From an optimization exercise on the open Yosys and OpenROAD flow, aimed at small area; shortcuts taken in it are not production practice.
At most, simulation tests tie the RTL to the original design; equivalence was not proved.
Function not checked in run 1: the RTL went through the layout flow alone.
Power figures rest on the tool's default switching activity, not on a simulated workload.

## flow/design.v

```verilog
module mtmc16_alu (
    input  wire [1:0]  mode,
    input  wire [16:0] x,
    input  wire [16:0] y,
    input  wire        cin,
    output reg  [16:0] r
);
    wire [16:0] p = x ^ y;
    wire [16:0] g = x & y;
    wire [17:0] c;
    assign c[0] = cin;
    genvar i;
    generate
        for (i = 0; i < 17; i = i + 1) begin : g_c
            assign c[i + 1] = g[i] | (p[i] & c[i]);
        end
    endgenerate
    always @(*) begin
        case (mode)
            2'd0:    r = p ^ c[16:0];
            2'd1:    r = g;
            2'd2:    r = p | g;
            default: r = p;
        endcase
    end
endmodule
module mtmc16_core (
    input  wire        clk,
    input  wire        rst,
    input  wire [15:0] bp_init,
    output wire        mem_req,
    output wire        mem_we,
    output wire        mem_word,
    output wire [11:0] mem_addr,
    output wire [15:0] mem_wdata,
    input  wire        mem_gnt,
    input  wire        mem_rvalid,
    input  wire [15:0] mem_rdata,
    output wire [1:0]  status,
    output wire [2:0]  fault_cause,
    output wire [16:0] fault_info,
    input  wire [4:0]  dbg_sel,
    output wire [15:0] dbg_data
);
    localparam [5:0]
        S_F0   = 6'd0,    
        S_F1   = 6'd1,    
        S_F2   = 6'd2,    
        S_EX   = 6'd3,    
        S_A1   = 6'd4,    
        S_AL   = 6'd5,    
        S_NB   = 6'd6,    
        S_CLR  = 6'd7,    
        S_LOOP = 6'd8,    
        S_POST = 6'd9,    
        S_FIN  = 6'd10,   
        S_WB   = 6'd11,   
        S_MW   = 6'd12,   
        S_M1   = 6'd13,   
        S_M2   = 6'd14,   
        S_MR   = 6'd15,   
        S_M3   = 6'd16,   
        S_PO2  = 6'd17,   
        S_PU   = 6'd18,   
        S_RD1  = 6'd19,   
        S_SP2  = 6'd20,   
        S_SP3  = 6'd21,   
        S_SP4  = 6'd22,   
        S_SW1  = 6'd23,   
        S_SW2  = 6'd24,   
        S_SW3  = 6'd25,   
        S_SW4  = 6'd26,   
        S_R1   = 6'd27,   
        S_R2   = 6'd28,   
        S_R3   = 6'd29,   
        S_R4   = 6'd30,   
        S_R5   = 6'd31,   
        S_R6   = 6'd32,   
        S_X1   = 6'd33,   
        S_X2   = 6'd34,   
        S_X3   = 6'd35,   
        S_R10  = 6'd36,   
        S_SE1  = 6'd37,   
        S_SE2  = 6'd38,   
        S_SE3  = 6'd39,   
        S_SE4  = 6'd40,   
        S_T1   = 6'd41,   
        S_JAL  = 6'd42,   
        S_ILL  = 6'd43,   
        S_DZ   = 6'd44,   
        S_INIT = 6'd45,   
        S_HALT = 6'd46;
    localparam [1:0] X_0 = 2'd0, X_RP = 2'd1, X_A = 2'd2, X_C = 2'd3;
    localparam [1:0] Y_0 = 2'd0, Y_B = 2'd1, Y_IMM = 2'd2, Y_K = 2'd3;
    localparam [1:0] L_ADD = 2'd0, L_AND = 2'd1, L_OR = 2'd2, L_XOR = 2'd3;
    reg [15:0] rg [0:14];            
    reg [3:0]  off;
    reg [15:0] pc;
    reg        tflag;
    reg [15:0] ir;
    reg [15:0] A, B;
    reg [16:0] C;
    reg [5:0]  state;
    reg        wresp;                
    reg [3:0]  cnt;
    reg        fneg;
    reg [2:0]  cause;
    wire       halted = (state == S_HALT);
    wire [3:0] ty = ir[15:12];
    wire [3:0] op = ir[11:8];
    wire [3:0] f1 = ir[7:4];
    wire [3:0] f0 = ir[3:0];
    wire c_alu  = (ty == 4'h1);
    wire c_memr = (ty[3:2] == 2'b01);
    wire c_sop  = (ty == 4'h2) && (op == 4'h7);
    wire [3:0] aop = c_alu ? ((op == 4'hF) ? f0 : op) : f1;
    wire a_mul   = (aop == 4'h2);
    wire a_div   = (aop == 4'h3);
    wire a_mod   = (aop == 4'h4);
    wire a_dm    = a_div | a_mod;
    wire a_shl   = (aop == 4'h8);
    wire a_shr   = (aop == 4'h9);
    wire a_sh    = a_shl | a_shr;
    wire a_mm    = (aop[3:1] == 3'b101);             
    wire a_lnot  = (aop == 4'hD);
    wire a_unary = (aop[3:2] == 2'b11);              
    wire ls_store = c_memr ? ty[1] : op[2];
    wire ls_byte  = c_memr ? ty[0] : op[1];
    reg  [3:0] rsel;
    reg  [1:0] xsel, ysel, lmode;
    reg        xinv, yinv, ysgn, cin, xsh;
    reg  [2:0] kval;
    reg  [1:0] imask;                
    reg        ldA, shA, ldB, ldC, wen, ldT, tval;
    reg  [3:0] wsel;
    reg        mem_st, m_we, m_word;  
    reg        jmp, hold;
    reg  [5:0] jtgt;
    reg        ldcnt, ldneg, negval, ldIR;
    reg  [3:0] cntval;
    reg        do_halt;
    reg  [2:0] hcause;
    wire [3:0] rs   = halted ? dbg_sel[3:0] : rsel;
    wire       rdis = halted & dbg_sel[4];
    wire [4:0] rdif = {1'b0, rs} - {1'b0, off};
    wire [3:0] phys = rdif[4] ? rdif[3:0] + 4'd15 : rdif[3:0];
    reg  [15:0] RP;
    integer k;
    always @(*) begin
        RP = (rs == 4'd15 && !rdis) ? pc : 16'd0;
        for (k = 0; k < 15; k = k + 1)
            RP = RP | (rg[k] & {16{phys == k && rs != 4'd15 && !rdis}});
    end
    wire [16:0] R;
    wire        Rz = (R[15:0] == 16'd0);
    wire sat  = (B[15:4] != 12'd0);
    wire dw   = (mem_rdata[15:12] == 4'h1 && mem_rdata[11:8] == 4'hF) ||
                (mem_rdata[15:12] == 4'h2 && mem_rdata[11:8] == 4'hF) ||
                (mem_rdata[15:12] == 4'h8 && mem_rdata[11:8] <= 4'h9);
    wire inr  = (C[16:12] == 5'd0) && !(m_word && C[11:0] == 12'hFFF);
    wire rdy  = wresp && mem_rvalid;                 
    reg cmp;
    always @(*) begin
        case (op[2:0])
            3'd0: cmp = Rz;
            3'd1: cmp = !Rz;
            3'd2: cmp = !R[16] && !Rz;
            3'd3: cmp = !R[16];
            3'd4: cmp = R[16];
            default: cmp = R[16] || Rz;
        endcase
    end
    always @(*) begin
        rsel = f1; xsel = X_0; ysel = Y_0; lmode = L_ADD;
        xinv = 1'b0; yinv = 1'b0; ysgn = 1'b1; cin = 1'b0; xsh = 1'b0;
        kval = 3'd2; imask = 2'd0;
        ldA = 1'b0; shA = 1'b0; ldB = 1'b0; ldC = 1'b0; wen = 1'b0; ldT = 1'b0; tval = 1'b0;
        wsel = f1;
        mem_st = 1'b0; m_we = 1'b0; m_word = 1'b1;
        jmp = 1'b0; jtgt = S_F0; hold = 1'b0;
        ldcnt = 1'b0; cntval = 4'd0; ldneg = 1'b0; negval = 1'b0; ldIR = 1'b0;
        do_halt = 1'b0; hcause = 3'd0;
        case (state)
        S_F0: begin
            rsel = 4'd15; xsel = X_RP; ldC = 1'b1;
        end
        S_F1: begin
            mem_st = 1'b1;
            xsel = X_C; ysel = Y_K;                      
            ldIR = rdy;
            if (rdy && dw) ldC = 1'b1;
            else if (rdy) begin wen = 1'b1; wsel = 4'd15; jmp = 1'b1; jtgt = S_EX; end
        end
        S_F2: begin
            mem_st = 1'b1;
            xsel = X_C; ysel = Y_K;
            ldB = rdy; wen = rdy; wsel = 4'd15;
        end
        S_EX: begin
            jmp = 1'b1;
            case (ty)
            4'h0: case (op)
                4'h0: begin rsel = f0; xsel = X_RP; wen = 1'b1; end              
                4'h2: begin xsel = X_RP; ysel = Y_IMM; wen = 1'b1; end           
                4'h3: begin xsel = X_RP; ysel = Y_IMM; yinv = 1'b1; cin = 1'b1;
                            wen = 1'b1; end                                     
                4'h4: begin ysel = Y_IMM; wen = 1'b1; end                        
                4'hF: ;                                                          
                4'h1: begin
                    if (ir[7:0] == 8'h00) begin
                        ldC = 1'b1; do_halt = 1'b1; hcause = 3'd0;              
                    end else if (ir[7:0] == 8'hFF) begin
                        rsel = 4'd6; xsel = X_RP; ldC = 1'b1; jtgt = S_SE1;
                    end else jtgt = S_ILL;
                end
                default: jtgt = S_ILL;
            endcase
            4'h1: begin
                if (op == 4'hF && f0[3:2] == 2'b11) jtgt = S_ILL;
                else begin
                    if (op == 4'hF) ysel = Y_B;
                    else begin rsel = f0; xsel = X_RP; end
                    ldB = 1'b1; jtgt = S_A1;
                end
            end
            4'h2: begin
                rsel = f0; xsel = X_RP;
                case (op)
                4'h0: begin rsel = f1; ldB = 1'b1; jtgt = S_PU; end           
                4'hF: jtgt = S_PU;                                            
                4'h1, 4'h2, 4'h3, 4'h6: begin ldC = 1'b1; jtgt = S_RD1; end   
                4'h5: begin ysel = Y_K; ldC = 1'b1; jtgt = S_RD1; end          
                4'h4: begin ysel = Y_K; wen = 1'b1; wsel = f0; end            
                4'h7: begin
                    if (f1 == 4'hF) jtgt = S_ILL;
                    else begin ldC = 1'b1; jtgt = S_RD1; end
                end
                default: jtgt = S_ILL;
                endcase
            end
            4'h3: begin
                if (op[2:1] == 2'b11) jtgt = S_ILL;
                else begin
                    if (op[3]) ysel = Y_IMM;
                    else begin rsel = f0; xsel = X_RP; end
                    ldB = 1'b1; jtgt = S_T1;
                end
            end
            4'h4, 4'h5, 4'h6, 4'h7: begin
                xsel = X_RP; ldB = 1'b1; jtgt = S_M1;                         
            end
            4'h8: begin
                if (op >= 4'hA) jtgt = S_ILL;
                else if (op[3]) begin ysel = Y_B; wen = 1'b1; end              
                else begin
                    rsel = f0; if (op[0]) xsel = X_RP;
                    ysel = Y_B; ldC = 1'b1; jtgt = S_M2;
                end
            end
            4'h9: begin rsel = f0; xsel = X_RP; wen = 1'b1; wsel = 4'd15; end   
            4'hC, 4'hD, 4'hE: begin
                ysel = Y_IMM; imask = 2'd1; wsel = 4'd15;
                wen = (ty == 4'hC) || (ty == 4'hD && !tflag) || (ty == 4'hE && tflag);
            end
            4'hF: begin
                rsel = 4'd15; xsel = X_RP; wen = 1'b1; wsel = 4'd11; jtgt = S_JAL;
            end
            default: jtgt = S_ILL;
            endcase
        end
        S_JAL: begin
            ysel = Y_IMM; imask = 2'd1; wen = 1'b1; wsel = 4'd15; jmp = 1'b1;
        end
        S_ILL: begin
            ysel = Y_IMM; imask = 2'd2; ldC = 1'b1; do_halt = 1'b1; hcause = 3'd3;
        end
        S_DZ: begin
            ysel = Y_IMM; imask = 2'd2; ldC = 1'b1; do_halt = 1'b1; hcause = 3'd4;
        end
        S_SE1: begin
            mem_st = 1'b1; m_word = 1'b0; ldB = rdy;
        end
        S_SE2: begin
            ysel = Y_B; jmp = Rz; jtgt = S_SE4;
        end
        S_SE3: begin
            xsel = X_C; ysel = Y_K; kval = 3'd1; ldC = 1'b1; jmp = 1'b1; jtgt = S_SE1;
        end
        S_SE4: begin
            rsel = 4'd6; xsel = X_RP; ldC = 1'b1; do_halt = 1'b1; hcause = 3'd2;
        end
        S_A1: begin
            xsel = X_RP; ldA = 1'b1;                                 
        end
        S_AL: begin
            xsel = X_A; ysel = Y_B; jmp = 1'b1;
            case (aop)
            4'h1: begin yinv = 1'b1; cin = 1'b1; end
            4'h5: lmode = L_AND;
            4'h6: lmode = L_OR;
            4'h7: lmode = L_XOR;
            4'hC: begin xinv = 1'b1; ysel = Y_0; end
            4'hE: begin xinv = 1'b1; ysel = Y_0; cin = 1'b1; end
            default: ;
            endcase
            if (a_mul || a_sh) begin                                 
                xsel = X_0; ysel = Y_0; ldC = 1'b1; ldcnt = 1'b1;
                cntval = a_shl ? (sat ? 4'd0 : B[3:0]) : a_shr ? (4'd0 - B[3:0]) : 4'd0;
                ldneg = 1'b1; negval = a_shr & A[15] & sat;
                jtgt = (a_shl ? (!sat && B[3:0] == 4'd0) : (a_shr && sat)) ? S_FIN : S_LOOP;
            end else if (a_dm) begin                                 
                ysel = Y_0; xinv = A[15]; cin = A[15]; ldA = 1'b1;
                ldneg = 1'b1; negval = a_div ? (A[15] ^ B[15]) : A[15];
                jmp = 1'b0;
            end else if (a_mm) begin
                yinv = 1'b1; cin = 1'b1;                             
                ldT = 1'b1; tval = aop[0] ? !R[16] : (R[16] || Rz);
                jtgt = S_FIN;
            end else if (a_lnot) begin
                ysel = Y_0; ldT = 1'b1; tval = Rz; jtgt = S_FIN;
            end else begin
                ldB = 1'b1; ldT = 1'b1; tval = !Rz; jtgt = S_WB;
            end
        end
        S_NB: begin                                                  
            ysel = Y_B; yinv = B[15]; cin = B[15]; ldB = 1'b1;
            jmp = Rz; jtgt = S_DZ;
        end
        S_CLR: begin
            ldC = 1'b1; ldcnt = 1'b1; cntval = 4'd0;
        end
        S_LOOP: begin
            xsel = X_C; xsh = 1'b1; ldC = 1'b1; shA = 1'b1;
            if (a_mul) ysel = A[15] ? Y_B : Y_0;
            else if (a_dm) begin ysel = Y_B; ysgn = 1'b0; yinv = !C[16]; cin = !C[16]; end
            hold = (cnt != 4'd1);
            jmp = !a_dm; jtgt = S_FIN;
        end
        S_POST: begin
            xsel = X_C; ysel = C[16] ? Y_B : Y_0; ysgn = 1'b0; ldC = 1'b1;
        end
        S_FIN: begin
            ldB = 1'b1; ldT = 1'b1; tval = !Rz;
            if (a_lnot) cin = tflag;
            else if (a_mm) begin
                if (tflag) xsel = X_A; else ysel = Y_B;
            end else begin
                xsel = (a_mul || a_mod || a_shr) ? X_C : X_A;
                xinv = fneg & (a_dm | a_sh); cin = fneg & a_dm;
            end
        end
        S_WB: begin
            if (c_alu) begin ysel = Y_B; wen = 1'b1; jmp = 1'b1; end
            else if (!a_unary) begin
                rsel = f0; xsel = X_RP; ysel = Y_K; ldC = 1'b1; wen = 1'b1; wsel = f0;
            end
        end
        S_MW: begin
            mem_st = 1'b1; m_we = 1'b1; m_word = !((c_memr || ty == 4'h8) && ls_byte);
            jmp = 1'b1;
        end
        S_M1: begin
            rsel = op; xsel = X_RP; ysel = Y_B; ldC = 1'b1;
        end
        S_M2: begin
            rsel = c_memr ? f0 : f1; xsel = X_RP; ldB = ls_store;
            jmp = ls_store; jtgt = S_MW;
        end
        S_MR: begin
            mem_st = 1'b1; m_word = !ls_byte; ldB = rdy;
        end
        S_M3: begin
            ysel = Y_B; wen = 1'b1; wsel = c_memr ? f0 : f1; jmp = 1'b1;
        end
        S_PO2: begin
            xsel = X_C; ysel = Y_K; wen = 1'b1; wsel = f0; jmp = 1'b1; jtgt = S_M3;
        end
        S_PU: begin
            rsel = f0; xsel = X_RP; ysel = Y_K; yinv = 1'b1; cin = 1'b1;
            ldC = 1'b1; wen = 1'b1; wsel = f0; jmp = 1'b1; jtgt = S_MW;
        end
        S_RD1: begin
            mem_st = 1'b1; ldB = rdy;
            jmp = (op == 4'h1) || (op == 4'h2) || (op == 4'h5);
            jtgt = (op == 4'h1) ? S_PO2 : S_PU;
        end
        S_SP2: begin
            ysel = Y_B; ldA = 1'b1;
            jmp = c_sop && a_unary; jtgt = S_AL;
        end
        S_SP3: begin
            xsel = X_C; ysel = Y_K; ldC = 1'b1;
        end
        S_SP4: begin
            mem_st = 1'b1; ldB = rdy;
            jmp = (op != 4'h3); jtgt = (op == 4'h6) ? S_R1 : S_X1;
        end
        S_SW1: begin
            xsel = X_C; ysel = Y_K; yinv = 1'b1; cin = 1'b1; ldC = 1'b1;
        end
        S_SW2: begin
            mem_st = 1'b1; m_we = 1'b1;
        end
        S_SW3: begin
            xsel = X_C; ysel = Y_K; ldC = 1'b1;
        end
        S_SW4: begin
            xsel = X_A; ldB = 1'b1; jmp = 1'b1; jtgt = S_MW;
        end
        S_R1: begin
            xsel = X_C; ysel = Y_K; ldC = 1'b1;
        end
        S_R2: begin
            mem_st = 1'b1; ldB = rdy;
        end
        S_R3: begin
            xsel = X_C; ysel = Y_K; kval = 3'd4; yinv = 1'b1; cin = 1'b1; ldC = 1'b1;
        end
        S_R4: begin
            mem_st = 1'b1; m_we = 1'b1;
        end
        S_R5: begin
            xsel = X_C; ysel = Y_K; ldC = 1'b1;
        end
        S_R6: begin
            mem_st = 1'b1; ldB = rdy;
        end
        S_X1: begin xsel = X_A; ysel = Y_B; lmode = L_XOR; ldA = 1'b1; end
        S_X2: begin xsel = X_A; ysel = Y_B; lmode = L_XOR; ldB = 1'b1; end
        S_X3: begin
            xsel = X_A; ysel = Y_B; lmode = L_XOR; ldA = 1'b1;
            jmp = c_sop; jtgt = S_AL;
        end
        S_R10: begin
            mem_st = 1'b1; m_we = 1'b1; jmp = 1'b1; jtgt = S_SW3;
        end
        S_T1: begin
            xsel = X_RP; ysel = Y_B; yinv = 1'b1; cin = 1'b1;
            ldT = 1'b1; tval = cmp; jmp = 1'b1;
        end
        S_INIT: begin
            ysel = Y_K; kval = 3'd0; wen = 1'b1; wsel = off; ldT = 1'b1;
            hold = (off != 4'd14); jmp = 1'b1;
        end
        default: begin
            hold = 1'b1;
        end
        endcase
        if (mem_st) begin
            if (!wresp) begin
                if (!inr) begin
                    do_halt = 1'b1; hcause = 3'd1;
                end else if (!(mem_gnt && m_we)) hold = 1'b1;
            end else if (!mem_rvalid) hold = 1'b1;
        end
        if (wen && wsel != 4'd15 && wsel != off) hold = 1'b1;
        if (rst) begin
            xsel = X_0; ysel = Y_0; lmode = L_ADD; xinv = 1'b0; yinv = 1'b0; cin = 1'b0;
            wen = 1'b1; wsel = 4'd15;
        end
    end
    wire [5:0] nxt = do_halt ? S_HALT : jmp ? jtgt : state + 6'd1;
    reg [16:0] X, Y;
    reg [15:0] imm;
    always @(*) begin
        case (xsel)
            X_0:  X = 17'd0;
            X_RP: X = {RP[15], RP};
            X_A:  X = {A[15], A};
            default: X = xsh ? {C[15:0], A[15] & !a_mul} : C;
        endcase
        X = X ^ {17{xinv}};
        case (imask)
            2'd0:    imm = {12'd0, ir[3:0]};
            2'd1:    imm = {4'd0, ir[11:0]};
            default: imm = ir;
        endcase
        case (ysel)
            Y_0:   Y = 17'd0;
            Y_B:   Y = {B[15] & ysgn, B};
            Y_IMM: Y = {1'b0, imm};
            default: Y = (state == S_INIT) ? ((off == 4'd14) ? {1'b0, bp_init} :
                                              {4'd0, off == 4'd13, 12'd0}) : {14'd0, kval};
        endcase
        Y = Y ^ {17{yinv}};
    end
    mtmc16_alu u_alu (.mode(lmode), .x(X), .y(Y), .cin(cin), .r(R));
    assign mem_req     = mem_st && !wresp && inr;
    assign mem_we      = m_we;
    assign mem_word    = m_word;
    assign mem_addr    = C[11:0];
    assign mem_wdata   = B;
    assign status      = !halted ? 2'd0 : (cause == 3'd0) ? 2'd1 : (cause == 3'd3) ? 2'd3 : 2'd2;
    assign fault_cause = cause;
    assign fault_info  = C & {17{halted}};
    assign dbg_data    = {RP[15:1], RP[0] | (tflag & halted & dbg_sel == 5'd16)};
    wire [15:0] WD = R[15:0];
    integer gi;
    always @(posedge clk) begin
        for (gi = 0; gi < 14; gi = gi + 1)
            rg[gi] <= rg[gi + 1];
        rg[14] <= (wen && wsel == off) ? WD : rg[0];
        off <= (rst || off == 4'd14) ? 4'd0 : off + 4'd1;
        if (wen && wsel == 4'd15) pc <= WD;
    end
    always @(posedge clk) begin
        if (rst) begin
            state  <= S_INIT;
            wresp  <= 1'b0;
            cause  <= 3'd0;
        end else begin
            if (do_halt || !hold) state <= nxt;
            if (mem_st && !wresp && inr && mem_gnt && !m_we) wresp <= 1'b1;
            if (rdy) wresp <= 1'b0;
            if (ldT) tflag <= tval;
            if (do_halt) cause <= hcause;
        end
    end
    always @(posedge clk) begin
        if (ldIR) ir <= mem_rdata;
        if (ldA) A <= R[15:0];
        else if (shA) A <= {A[14:0], a_dm & !R[16]};
        if (ldB) B <= (mem_st) ? {mem_rdata[15:8] | {8{!m_word & mem_rdata[7]}}, mem_rdata[7:0]}
                               : R[15:0];
        if (ldC) C <= R;
        if (ldcnt) cnt <= cntval;
        else if (shA) cnt <= cnt - 4'd1;
        if (ldneg) fneg <= negval;
    end
endmodule
```

## flow/flow/run.sh

```bash
#!/bin/bash
# Layout flow: the standard ORFS flow (standard.sh), changed in three ways:
#  - synthesis maps the logic with an area-oriented ABC script (flow/abc_area.script)
#    instead of ORFS's delay-oriented one, and does not extract half/full adder
#    cells first (ADDER_MAP_FILE empty); everything else in synthesis is ORFS's
#    and the standard flow's own script (synth_recipe.tcl), so the registers are the standard ones;
#  - the port buffers are unit-size buffers;
#  - clock tree synthesis uses smaller clock buffers and no dummy loads.
# Each tool's output goes to a log file in this folder.
set -euo pipefail
HERE=$(pwd)
S=$FLOW_HOME/scripts
sed "s|\$::env(SCRIPTS_DIR)/abc_speed.script|$HERE/flow/abc_area.script|" \
    $S/synth_preamble.tcl > $HERE/my_synth_preamble.tcl
sed "s|\$::env(SCRIPTS_DIR)/synth_preamble.tcl|$HERE/my_synth_preamble.tcl|" \
    $S/synth.tcl > $HERE/my_synth.tcl
sed "s|\$::env(SCRIPTS_DIR)/synth.tcl|$HERE/my_synth.tcl|" synth_recipe.tcl > $HERE/my_synth_recipe.tcl
grep -q "$HERE/flow/abc_area.script" my_synth_preamble.tcl
grep -q "$HERE/my_synth_preamble.tcl" my_synth.tcl
grep -q "$HERE/my_synth.tcl" my_synth_recipe.tcl
sed "s|SYNTH_SCRIPT=[^ ]*|SYNTH_SCRIPT=$HERE/my_synth_recipe.tcl|" standard.sh > $HERE/my_standard.sh
grep -q "SYNTH_SCRIPT=$HERE/my_synth_recipe.tcl" my_standard.sh
bash my_standard.sh \
    "ADDER_MAP_FILE=" \
    "BUFFER_PORTS_ARGS=-buffer_cell sky130_fd_sc_hd__buf_1" \
    "CTS_ARGS=-sink_clustering_enable -repair_clock_nets -dont_use_dummy_load -buf_list {sky130_fd_sc_hd__clkbuf_4 sky130_fd_sc_hd__clkbuf_8}" \
    finish > $HERE/flow_make.log 2>&1
```

## flow/flow/abc_area.script

```
strash
&get -n
&fraig -x
&put
dc2
strash
dch -f
amap
strash
dch -f
amap
```

## flow/standard.sh

```bash
#!/bin/bash
# synth_recipe.tcl (not shown) runs the flow's synth.tcl, then flattens the netlist and writes it again
# the make line also repeats each setting of config.mk as NAME=value (left out here)
make -C /OpenROAD-flow-scripts/flow DESIGN_CONFIG=/design/flow/config.mk WORK_HOME=/design/flow/orfs CLKGATE_MAP_FILE= SYNTH_SCRIPT=/design/flow/synth_recipe.tcl "${@:-finish}"
```

## flow/config.mk

```make
export PLATFORM = sky130hd
export DESIGN_NAME = mtmc16_core
export DESIGN_NICKNAME = mtmc16_core
export VERILOG_FILES = /design/flow/design.v
export SDC_FILE = /design/flow/constraint.sdc
export NUM_CORES = 4
export LEC_CHECK = 0
export CAP_MARGIN = 20
export CORE_MARGIN = 2
export CORE_UTILIZATION = 40
export SLEW_MARGIN = 20
```

## flow/constraint.sdc

```tcl
create_clock -name core_clock -period 45.0 [get_ports {clk}]
set_input_delay 9.0000 -clock core_clock [delete_from_list [all_inputs] [get_ports {clk}]]
set_output_delay 9.0000 -clock core_clock [all_outputs]
set_load 0.01 [all_outputs]
```

==> results of run 1 <==
cells in the final DEF, fill, tap and decap left out, types with 6 or more instances in the layout:
cell,instances
a2111oi_0,16
a211oi_1,11
a21oi_1,117
a221oi_1,28
a222oi_1,44
a22o_1,8
a22oi_1,23
a31oi_1,19
buf_1,109
buf_4,45
clkbuf_8,56
clkinv_1,183
dfxtp_1,254
edfxtp_1,87
nand2_1,139
nand3_1,22
nand4_1,26
nor2_1,303
nor2b_1,7
nor3_1,51
nor3_2,7
nor4_1,29
o21ai_0,164
o221ai_1,7
o22ai_1,74
o32ai_1,13
or2_0,14
or3_1,18
or4_1,6
final cells by class:
type / count / area [µm²]
antenna: 1 / 2.50
clock buffer: 56 / 771
fill: 3628 / 19700
inverter: 183 / 687
multi-input combinational: 1201 / 6530
sequential: 341 / 7700
tap: 468 / 586
timing repair buffer: 155 / 762
state kept, by name, summed over array words and instances, names as in the netlist:
register and flops:
B 16, tflag 1, pc 16, rg 240, wresp 1, A 16
state 6, off 4, cause 3, fneg 1, ir 16, C 17
cnt 4
metrics by stage:
| step | cells | area [µm²] | util | setup slack, ns |
|---|---|---|---|---|
| final | 2405 | 17000 | 0.464 | 22.56 |
| after global routing | 2404 | 17000 | 0.464 | 22.19 |
| after CTS | 2403 | 17000 | 0.464 | 22.67 |
| after detailed placement | 2347 | 16200 | 0.443 | 22.68 |
| after global placement | 2346 | 16200 | 0.442 | 22.84 |
| after floorplan | 1737 | 14900 | - | 23.91 |
metal layers:
layer | vias to the layer above | wire [µm] | share of wire
met3 | 165 | 8030 | 0.13
met5 | - | 28 | 0.00045
met4 | 4 | 2030 | 0.033
met2 | 1097 | 26400 | 0.42
li1 | 6859 | - | -
met1 | 7393 | 25900 | 0.42
kinds of logic (layout without fill, tap and decap cells):
group | after synthesis | after routing | share of synthesized area
other cells | 0 | 1 | 0
buf+inv | 195 | 394 | 0.0521
flops | 341 | 341 | 0.516
simple gates | 639 | 639 | 0.188
compound gates | 562 | 562 | 0.244
power by group:
part           internal, mW  total, mW  switching, mW
registers             0.447      0.514         0.0670
logic                 0.175      0.580          0.406
clock network         0.109      0.221          0.112
total                 0.730       1.32          0.585
worst reg2reg max path: cells and delay by family, from the launching register on:
| kind | cells | cell delay, ns |
|---|---|---|
| DFF | 1 | 0.54 |
| AOI/OAI and AO/OA | 32 | 6.95 |
| buffers and inverters | 7 | 1.51 |
| and+or+nand+nor | 30 | 6.17 |
path summary, 6_finish.rpt:
check,start,end,cells past startpoint
max,dbg_sel[0],dbg_data[5],21
max reg2reg,ir[9],state[4],69
min,rg[8][14],rg[7][14],0
min reg2reg,rg[8][14],rg[7][14],0
==> flow_summary_export.csv, run 1 <==
group,metric,value,unit
grt,grt_pass1_wl,91.1,mm
yosys,syn_inst,1737,
worst_setup_path,path_delay_family,"compound AO/OA/AOI/OAI gates",
routing,antenna_left,0,
run,drv_cap,0,
routing,drt_pass1_iterations,7,
clocking,hold_buffers,0,
die,die_y,197,µm
die,die_w,197,µm
worst_setup_path,crit_buf_inv,6,
yosys,synth_async_sr_flop_share,0,
grt,use_met2,0.474,
sta,max_freq,44.6,MHz
sta,relSlewSlack,0.203,
yosys,synth_edf_count,87,
grt,track_usage,0.316,
clocking,clk_path_buf_depth,3,
worst_setup_path,path_cells,"buf_1 -> o21ai_0 -> nand2_1 -> o21ai_0 -> o22ai_1 -> nand2_1 -> o21ai_0 -> clkinv_1 -> nand2_1 -> nor2_1 -> nor2_1 -> a21oi_1 -> nor3_2 -> buf_4 -> a22o_1 -> a221oi_1 -> o211ai_1 -> a2111oi_0 -> buf_4 -> clkinv_1 -> buf_1",
worst_setup_path,crit_type,"input pin to primary output",
routing,avgRoutedWirePerCell,25.9,µm
grt,grt_busiest_layer,"met2",
die,io_pins,110,
die,initial_utilization,0.407,
clocking,cts_root_buffer,"clkbuf_8",
sta,slew_violations,0,
status,status,"complete, no violations",
clocking,clkSinkCount,341,
die,rows,70,
yosys,avgSynthCellArea,8.59,µm²
sta,timing.hold.ws,0.291,ns
worst_setup_path,arrival,13.44,ns
clocking,clkTransAtPathRegs,0.06,ns
clocking,htree_levels,2,
clocking,cts_buffers,56,
yosys,syn_area,0.0149,mm²
grt,met3_usage,0.0784,
routing,drt_iter0_markers,2085,
grt,grtUsageMet1,0.444,
yosys,ys_ff_latch,341,
yosys,synth_common_cells,"nor2_1 (304), dfxtp_1 (254), clkinv_1 (183)",
clocking,post_cts_buffers,0,
worst_setup_path,required,36.00,ns
sta,hold_viol_final,0,
yosys,ys_seq_area_frac,0.516,
yosys,synth.distinct_cells,48,
yosys,synth.most_common_cell,"nor2_1",
pwr,totalPowerFinal,1.32,mW
grt,globalRoute.totalOverflow,0,
die,core_area,0.0367,mm²
worst_hold_path,hp-class,"register to register",
worst_setup_path,cp-end-kind,"primary output",
routing,route.detailed.drc,0,
worst_setup_path,r2r_slack,29.69,ns
yosys,synthFlopType,"dfxtp_1",
worst_setup_path,startpoint_type,"input pin",
routing,wirelength,62.4,mm
layout,area.growth.synth_to_final,14.2,%
layout,drive_above_1_share,0.0604,
pwr,p_per_area,77.2,mW/mm²
yosys,synth_top_area_share,0.341,
sta,rsz0062_at_grt,"false",
worst_setup_path,cpPeakStageDelay,0.99,ns
layout,nets,1979,
clocking,clkLatencyLatePin,0.66,ns
clocking,ctsResizeCount,0,
pwr,peakVddDrop,0.0270,mV
sta,fin_skew,0.104,ns
yosys,yosys_warnings,3,
sta,worst_pin_slew,1.17,ns
place,place.gp.congestion,1.03,
grt,grt_max_degree,35,
routing,post_drt_via_cell_ratio,6.45,
grt,antenna_found_initial,3,
pwr,p_leak,5.95,nW
clocking,tritoncts,"built",
worst_setup_path,critPathMaxFanout,16,
sta,fin_tns_setup,0,ns
routing,num_vias,15518,
place,portBuffers,109,
place,dpl.hpwl,46.4,mm
yosys,synth_largest_area_cell,"dfxtp_1",
yosys,yosys-top-cells-area,"dfxtp_1 (34%), edfxtp_1 (18%), nor2_1 (7.6%), o21ai_0 (5.6%), clkinv_1 (4.6%)",
die,die_area,0.0389,mm²
sta,min_period_over_period,0.499,
sta,timing.final.crit_period,22.44,ns
worst_setup_path,crit_path_top_delay_cell,"a2111oi_0",
yosys,syn_nets,1778,
grt,grt_pass1_vias,14243,
sta,setup-violations-final,0,
==> run 2, diff against run 1 <==
--- a/flow/design.v
+++ b/flow/design.v
@@ -50,46 +50,44 @@
         S_A1   = 6'd4,    
         S_AL   = 6'd5,    
         S_NB   = 6'd6,    
-        S_CLR  = 6'd7,    
-        S_LOOP = 6'd8,    
-        S_POST = 6'd9,    
-        S_FIN  = 6'd10,   
-        S_WB   = 6'd11,   
-        S_MW   = 6'd12,   
-        S_M1   = 6'd13,   
-        S_M2   = 6'd14,   
-        S_MR   = 6'd15,   
-        S_M3   = 6'd16,   
-        S_PO2  = 6'd17,   
-        S_PU   = 6'd18,   
-        S_RD1  = 6'd19,   
-        S_SP2  = 6'd20,   
-        S_SP3  = 6'd21,   
-        S_SP4  = 6'd22,   
-        S_SW1  = 6'd23,   
-        S_SW2  = 6'd24,   
-        S_SW3  = 6'd25,   
-        S_SW4  = 6'd26,   
-        S_R1   = 6'd27,   
-        S_R2   = 6'd28,   
-        S_R3   = 6'd29,   
-        S_R4   = 6'd30,   
-        S_R5   = 6'd31,   
-        S_R6   = 6'd32,   
-        S_X1   = 6'd33,   
-        S_X2   = 6'd34,   
-        S_X3   = 6'd35,   
-        S_R10  = 6'd36,   
-        S_SE1  = 6'd37,   
-        S_SE2  = 6'd38,   
-        S_SE3  = 6'd39,   
-        S_SE4  = 6'd40,   
-        S_T1   = 6'd41,   
-        S_JAL  = 6'd42,   
-        S_ILL  = 6'd43,   
-        S_DZ   = 6'd44,   
-        S_INIT = 6'd45,   
-        S_HALT = 6'd46;
+        S_LOOP = 6'd7,    
+        S_POST = 6'd8,    
+        S_FIN  = 6'd9,    
+        S_WB   = 6'd10,   
+        S_MW   = 6'd11,   
+        S_M1   = 6'd12,   
+        S_M2   = 6'd13,   
+        S_MR   = 6'd14,   
+        S_M3   = 6'd15,   
+        S_PO2  = 6'd16,   
+        S_PU   = 6'd17,   
+        S_RD1  = 6'd18,   
+        S_SP3  = 6'd19,   
+        S_SP4  = 6'd20,   
+        S_SW1  = 6'd21,   
+        S_SW2  = 6'd22,   
+        S_SW3  = 6'd23,   
+        S_SW4  = 6'd24,   
+        S_R1   = 6'd25,   
+        S_R2   = 6'd26,   
+        S_R3   = 6'd27,   
+        S_R4   = 6'd28,   
+        S_R5   = 6'd29,   
+        S_R6   = 6'd30,   
+        S_X1   = 6'd31,   
+        S_X2   = 6'd32,   
+        S_X3   = 6'd33,   
+        S_R10  = 6'd34,   
+        S_SE1  = 6'd35,   
+        S_SE2  = 6'd36,   
+        S_SE3  = 6'd37,   
+        S_SE4  = 6'd38,   
+        S_T1   = 6'd39,   
+        S_JAL  = 6'd40,   
+        S_ILL  = 6'd41,   
+        S_DZ   = 6'd42,   
+        S_INIT = 6'd43,   
+        S_HALT = 6'd44;
     localparam [1:0] X_0 = 2'd0, X_RP = 2'd1, X_A = 2'd2, X_C = 2'd3;
     localparam [1:0] Y_0 = 2'd0, Y_B = 2'd1, Y_IMM = 2'd2, Y_K = 2'd3;
     localparam [1:0] L_ADD = 2'd0, L_AND = 2'd1, L_OR = 2'd2, L_XOR = 2'd3;
@@ -131,7 +129,7 @@
     reg        xinv, yinv, ysgn, cin, xsh;
     reg  [2:0] kval;
     reg  [1:0] imask;                
-    reg        ldA, shA, ldB, ldC, wen, ldT, tval;
+    reg        ldA, shA, ldB, ldC, wen, ldT, tval, memA;
     reg  [3:0] wsel;
     reg        mem_st, m_we, m_word;  
     reg        jmp, hold;
@@ -174,7 +172,7 @@
         rsel = f1; xsel = X_0; ysel = Y_0; lmode = L_ADD;
         xinv = 1'b0; yinv = 1'b0; ysgn = 1'b1; cin = 1'b0; xsh = 1'b0;
         kval = 3'd2; imask = 2'd0;
-        ldA = 1'b0; shA = 1'b0; ldB = 1'b0; ldC = 1'b0; wen = 1'b0; ldT = 1'b0; tval = 1'b0;
+        ldA = 1'b0; shA = 1'b0; memA = 1'b0; ldB = 1'b0; ldC = 1'b0; wen = 1'b0; ldT = 1'b0; tval = 1'b0;
         wsel = f1;
         mem_st = 1'b0; m_we = 1'b0; m_word = 1'b1;
         jmp = 1'b0; jtgt = S_F0; hold = 1'b0;
@@ -311,7 +309,7 @@
             end else if (a_dm) begin                                 
                 ysel = Y_0; xinv = A[15]; cin = A[15]; ldA = 1'b1;
                 ldneg = 1'b1; negval = a_div ? (A[15] ^ B[15]) : A[15];
-                jmp = 1'b0;
+                ldcnt = 1'b1; cntval = 4'd0; jmp = 1'b0;
             end else if (a_mm) begin
                 yinv = 1'b1; cin = 1'b1;                             
                 ldT = 1'b1; tval = aop[0] ? !R[16] : (R[16] || Rz);
@@ -326,15 +324,12 @@
             ysel = Y_B; yinv = B[15]; cin = B[15]; ldB = 1'b1;
             jmp = Rz; jtgt = S_DZ;
         end
-        S_CLR: begin
-            ldC = 1'b1; ldcnt = 1'b1; cntval = 4'd0;
-        end
         S_LOOP: begin
             xsel = X_C; xsh = 1'b1; ldC = 1'b1; shA = 1'b1;
             if (a_mul) ysel = A[15] ? Y_B : Y_0;
             else if (a_dm) begin ysel = Y_B; ysgn = 1'b0; yinv = !C[16]; cin = !C[16]; end
             hold = (cnt != 4'd1);
-            jmp = !a_dm; jtgt = S_FIN;
+            jmp = !a_mod; jtgt = S_FIN;
         end
         S_POST: begin
             xsel = X_C; ysel = C[16] ? Y_B : Y_0; ysgn = 1'b0; ldC = 1'b1;
@@ -380,20 +375,19 @@
             ldC = 1'b1; wen = 1'b1; wsel = f0; jmp = 1'b1; jtgt = S_MW;
         end
         S_RD1: begin
-            mem_st = 1'b1; ldB = rdy;
-            jmp = (op == 4'h1) || (op == 4'h2) || (op == 4'h5);
-            jtgt = (op == 4'h1) ? S_PO2 : S_PU;
-        end
-        S_SP2: begin
-            ysel = Y_B; ldA = 1'b1;
-            jmp = c_sop && a_unary; jtgt = S_AL;
+            mem_st = 1'b1;
+            if ((op == 4'h3) || (op == 4'h6) || (c_sop && a_unary)) memA = rdy;
+            else ldB = rdy;
+            jmp = (op == 4'h1) || (op == 4'h2) || (op == 4'h5) || (c_sop && a_unary);
+            jtgt = (op == 4'h1) ? S_PO2 : c_sop ? S_AL : S_PU;
         end
         S_SP3: begin
             xsel = X_C; ysel = Y_K; ldC = 1'b1;
         end
         S_SP4: begin
-            mem_st = 1'b1; ldB = rdy;
-            jmp = (op != 4'h3); jtgt = (op == 4'h6) ? S_R1 : S_X1;
+            mem_st = 1'b1;
+            if (c_sop) memA = rdy; else ldB = rdy;
+            jmp = (op != 4'h3); jtgt = c_sop ? S_AL : S_R1;
         end
         S_SW1: begin
             xsel = X_C; ysel = Y_K; yinv = 1'b1; cin = 1'b1; ldC = 1'b1;
@@ -429,7 +423,6 @@
         S_X2: begin xsel = X_A; ysel = Y_B; lmode = L_XOR; ldB = 1'b1; end
         S_X3: begin
             xsel = X_A; ysel = Y_B; lmode = L_XOR; ldA = 1'b1;
-            jmp = c_sop; jtgt = S_AL;
         end
         S_R10: begin
             mem_st = 1'b1; m_we = 1'b1; jmp = 1'b1; jtgt = S_SW3;
@@ -467,7 +460,7 @@
             X_0:  X = 17'd0;
             X_RP: X = {RP[15], RP};
             X_A:  X = {A[15], A};
-            default: X = xsh ? {C[15:0], A[15] & !a_mul} : C;
+            default: X = xsh ? {C[15:0] & {16{cnt != 4'd0}}, A[15] & !a_mul} : C;
         endcase
         X = X ^ {17{xinv}};
         case (imask)
@@ -518,7 +511,8 @@
     end
     always @(posedge clk) begin
         if (ldIR) ir <= mem_rdata;
-        if (ldA) A <= R[15:0];
+        if (memA) A <= mem_rdata;
+        else if (ldA) A <= R[15:0];
         else if (shA) A <= {A[14:0], a_dm & !R[16]};
         if (ldB) B <= (mem_st) ? {mem_rdata[15:8] | {8{!m_word & mem_rdata[7]}}, mem_rdata[7:0]}
                                : R[15:0];
--- a/flow/flow/run.sh
+++ b/flow/flow/run.sh
@@ -5,7 +5,8 @@
 #    cells first (ADDER_MAP_FILE empty); everything else in synthesis is ORFS's
 #    and the standard flow's own script (synth_recipe.tcl), so the registers are the standard ones;
 #  - the port buffers are unit-size buffers;
-#  - clock tree synthesis uses smaller clock buffers and no dummy loads.
+#  - clock tree synthesis clusters up to 20 flip-flops per clock buffer and adds
+#    no dummy loads.
 # Each tool's output goes to a log file in this folder.
 set -euo pipefail
 HERE=$(pwd)
@@ -23,5 +24,5 @@
 bash my_standard.sh \
     "ADDER_MAP_FILE=" \
     "BUFFER_PORTS_ARGS=-buffer_cell sky130_fd_sc_hd__buf_1" \
-    "CTS_ARGS=-sink_clustering_enable -repair_clock_nets -dont_use_dummy_load -buf_list {sky130_fd_sc_hd__clkbuf_4 sky130_fd_sc_hd__clkbuf_8}" \
+    "CTS_ARGS=-sink_clustering_enable -repair_clock_nets -dont_use_dummy_load -sink_clustering_size 20 -sink_clustering_max_diameter 100 -buf_list {sky130_fd_sc_hd__clkbuf_8 sky130_fd_sc_hd__clkbuf_16}" \
     finish > $HERE/flow_make.log 2>&1
==> run 2 against run 1 <==
  * Die area rose by 1.4%
  * Combinational power fell by 13%
  * Via count fell by 0.18%
  * Flip-flop and latch count did not move
  * Synthesized area rose by 1.4%
  * Critical path depth fell by 2
  * First-iteration DRC count rose by 9.3%
==> flow_summary_export.csv, run 2 <==
group,metric,value,unit
yosys,synth_largest_area_cell,"dfxtp_1",
grt,grt_pass1_vias,14243,
worst_setup_path,crit_path_top_delay_cell,"or3_1",
routing,drt_iter0_markers,2278,
routing,route.detailed.drc,0,
layout,sequential_cell_area,0.00770,mm²
pwr,peakVddDrop,0.0334,mV
routing,post_drt_via_cell_ratio,6.36,
worst_setup_path,path_cells,"buf_1 -> a22oi_1 -> nand2_1 -> o21ai_0 -> o22ai_1 -> nand2_1 -> o21ai_0 -> a21oi_1 -> nor2_1 -> a21oi_1 -> clkinv_1 -> nand2_1 -> or3_1 -> o21ai_0 -> a211oi_1 -> nand3_1 -> a2111oi_0 -> clkinv_1 -> buf_1",
worst_setup_path,crit_type,"input pin to primary output",
layout,largest_reg_flops,240,
sta,slew_violations,0,
yosys,synth_compound_gate_area_share,0.247,
worst_setup_path,r2r-start,"ir[10]",
clocking,clkTransAtPathRegs,0.08,ns
sta,worst_pin_slew,1.10,ns
layout,area.growth.synth_to_final,13.2,%
run,drv_cap,0,
layout,nets,1966,
sta,timing.final.crit_period,22.31,ns
clocking,clk_path_buf_depth,3,
yosys,yosys.area_share.simple,0.193,
routing,wirelength,65.4,mm
worst_setup_path,r2r_end,"state[5]",
yosys,synth_adder_area_share,0,
sta,setup_ws,22.69,ns
die,die_y,199,µm
worst_setup_path,crit_buf_inv,4,
sta,fin_skew,0.0801,ns
die,die_area,0.0394,mm²
clocking,htree_levels,1,
yosys,yosys-top-cells-area,"dfxtp_1 (34%), edfxtp_1 (17%), nor2_1 (8.0%), o21ai_0 (4.8%), clkinv_1 (4.4%)",
grt,grt_pass1_wl,94.5,mm
sta,timing.hold.ws,0.309,ns
place,portBuffers,109,
layout,drive_above_1_share,0.0468,
yosys,syn_inst,1754,
sta,relSlewSlack,0.250,
layout,final_cell_mix,"nor2_1 (320), dfxtp_1 (254), clkinv_1 (179), nand2_1 (144), o21ai_0 (140)",
yosys,ys_seq_area_frac,0.509,
clocking,ctsResizeCount,0,
grt,globalRoute.totalOverflow,0,
grt,track_usage,0.326,
worst_hold_path,hp-start,"rg[10][15]",
sta,fin_tns_setup,0,ns
yosys,synth.most_common_cell,"nor2_1",
routing,avgRoutedWirePerCell,26.8,µm
pwr,p_per_area,69.8,mW/mm²
grt,antenna_found_initial,3,
worst_setup_path,cp-end-kind,"primary output",
die,die_w,199,µm
die,initial_utilization,0.404,
pwr,switching_power,0.513,mW
pwr,p_leak,5.86,nW
place,place.gp.congestion,0.995,
clocking,cts_root_buffer,"clkbuf_16",
place,dpl.hpwl,47.9,mm
worst_setup_path,cpPeakStageDelay,0.79,ns
clocking,tritoncts,"built",
yosys,avgSynthCellArea,8.63,µm²
pwr,clockPowerShare,0.156,
layout,final_common_cell,"nor2_1",
worst_setup_path,startpoint_type,"input pin",
pwr,p_int,0.682,mW
worst_hold_path,hold_depth,0,
status,status,"complete, no violations",
sta,setup-violations-final,0,
clocking,clkLatencyLatePin,0.57,ns
clocking,post_cts_buffers,0,
clocking,cts_buffers,22,
worst_setup_path,required,36.00,ns
yosys,muxShareOfSynthArea,0,
sta,hold_viol_final,0,
layout,reg_top3,"rg: 240 flops, C: 17 flops",
sta,max_freq,44.8,MHz
routing,antenna_left,0,
routing,drt_pass1_iterations,6,
worst_hold_path,holdPathEnd,"rg[9][15]",
yosys,ys_ff_latch,341,
worst_setup_path,r2r_slack,28.22,ns
pwr,power_frac_comb,0.423,
worst_setup_path,path_delay_family,"compound AO/OA/AOI/OAI gates",
worst_setup_path,arrival,13.31,ns
sta,rsz0062_at_grt,"false",
yosys,synth_async_sr_flop_share,0,
yosys,synth_edf_count,87,
layout,nFillCells,3771,
yosys,synthFlopType,"dfxtp_1",
pwr,seq_power_share,0.421,
die,rows,71,
yosys,syn_nets,1795,
yosys,syn_area,0.0151,mm²
routing,num_vias,15490,
yosys,synth_top_area_share,0.336,
yosys,yosys_warnings,3,
die,core_area,0.0375,mm²
sta,min_period_over_period,0.496,
pwr,swShare,0.429,
grt,grt_max_degree,35,
yosys,synth.distinct_cells,49,
die,io_pins,110,
yosys,synth_xor_area_frac,0.000579,
worst_setup_path,critPathMaxFanout,16,
clocking,hold_buffers,0,
clocking,clkSinkCount,341,
layout,multi_input_area,0.00677,mm²
yosys,synth_common_cells,"nor2_1 (322), dfxtp_1 (254), clkinv_1 (179)",
worst_hold_path,hp-class,"register to register",
layout,top_register,"rg",
place,dp_slack,22.74,ns
worst_setup_path,reg2reg_depth,72,
yosys,synth_top_family_by_area,"compound AO/OA/AOI/OAI gates",
==> run 2: cell count changes after synthesis, sizes merged, moves of 8 or more <==
cell,delta
nand3,+15
nor2,+18
o2111ai,+8
o21ai,-23
o221ai,+27
nor3,-10
a21oi,-18
a22oi,+22
o22ai,-28
==> run 2: layout make-up <==
class,count,area share
flip-flops and latches,341,0.449
multi-input cells,1222,0.395
repair buffers,159,0.0470
inverters,179,0.0392
well taps,511,0.0373
clock buffers,22,0.0321
diodes,1,0.000146
==> run 2: stage by stage <==
stage / total power, mW / utilization / instances / area (µm²)
after CTS: 1.18 / 0.457 / 2434 / 17100
after detailed placement: 0.996 / 0.442 / 2412 / 16600
final: 1.20 / 0.457 / 2435 / 17100
after global placement: 0.989 / 0.441 / 2410 / 16500
after floorplan: 0.780 / - / 1754 / 15100
after global routing: 1.25 / 0.457 / 2435 / 17100
==> run 2: metal layers <==
layer / up-vias / track usage / wire length, µm
met1: 7393 / 0.476 / 28000
li1: 6899 / - / -
met4: 4 / 0.121 / 2540
met5: - / 0 / 22
met3: 157 / 0.0619 / 7550
met2: 1037 / 0.477 / 27200
==> run 2: logic make-up after synthesis <==
group	Yosys count
flip-flops	341
AND/OR/NAND/NOR	667
AO/OA/AOI/OAI	554
buffers and inverters	191
XOR/XNOR	1
==> run 2: power by group through the flow <==
stage / logic [mW] / registers, mW / clock network [mW]
3_5_place_dp: 0.490 / 0.505 / 0
6_report: 0.506 / 0.503 / 0.187
3_3_place_gp: 0.485 / 0.504 / 0
5_1_grt: 0.542 / 0.513 / 0.200
4_1_cts: 0.493 / 0.500 / 0.190
2_1_floorplan: 0.296 / 0.484 / 0
==> run 2: worst max-delay path by stage <==
| stage | from | end | slack, ns | cells after the start |
|---|---|---|---|---|
| finish | dbg_sel[0] | dbg_data[2] | 22.69 | 19 |
| global route | dbg_sel[0] | dbg_data[2] | 22.24 | 19 |
| CTS | dbg_sel[0] | dbg_data[1] | 22.72 | 22 |
| detailed placement | dbg_sel[0] | dbg_data[1] | 22.74 | 22 |
| global placement | dbg_sel[0] | dbg_data[1] | 22.81 | 22 |
| floorplan | dbg_sel[0] | dbg_data[4] | 23.95 | 19 |

[what the ideal ports hide]
The results above use ideal ports. As a check the final layouts listed here were re-extracted and re-timed, cells and wires unchanged.
Step 1 (the two cells are an assumption about what drives the block):
set clk [get_ports {clk}]
set_driving_cell -lib_cell sky130_fd_sc_hd__clkbuf_16 $clk
set_driving_cell -lib_cell sky130_fd_sc_hd__buf_2 [delete_from_list [all_inputs] $clk]
Step 2 times the ports against the registers' clock, not the clock port: input delays grow and output delays shrink by t, the midpoint of the rising clock arrivals with the driver on.
Three values: ideal ports, drivers, drivers and shift; two values: the first two.
run	t, ns	slack for setup (ns)	hold WS [ns]	latest minus earliest clock arrival (ns)	worst register clock-pin slew, ns
run 1	0.656	22.564 / 22.538 / 22.538	0.291 / 0.291 / 0.291	0.104 / 0.104	0.07 / 0.07
run 2	0.588	22.691 / 22.667 / 22.667	0.309 / 0.309 / 0.309	0.081 / 0.080	0.09 / 0.09
After both steps every run listed still meets setup and hold. For run 1, which loses most, drivers alone change the setup slack by -0.026 ns; drivers and shift together by -0.026 ns.
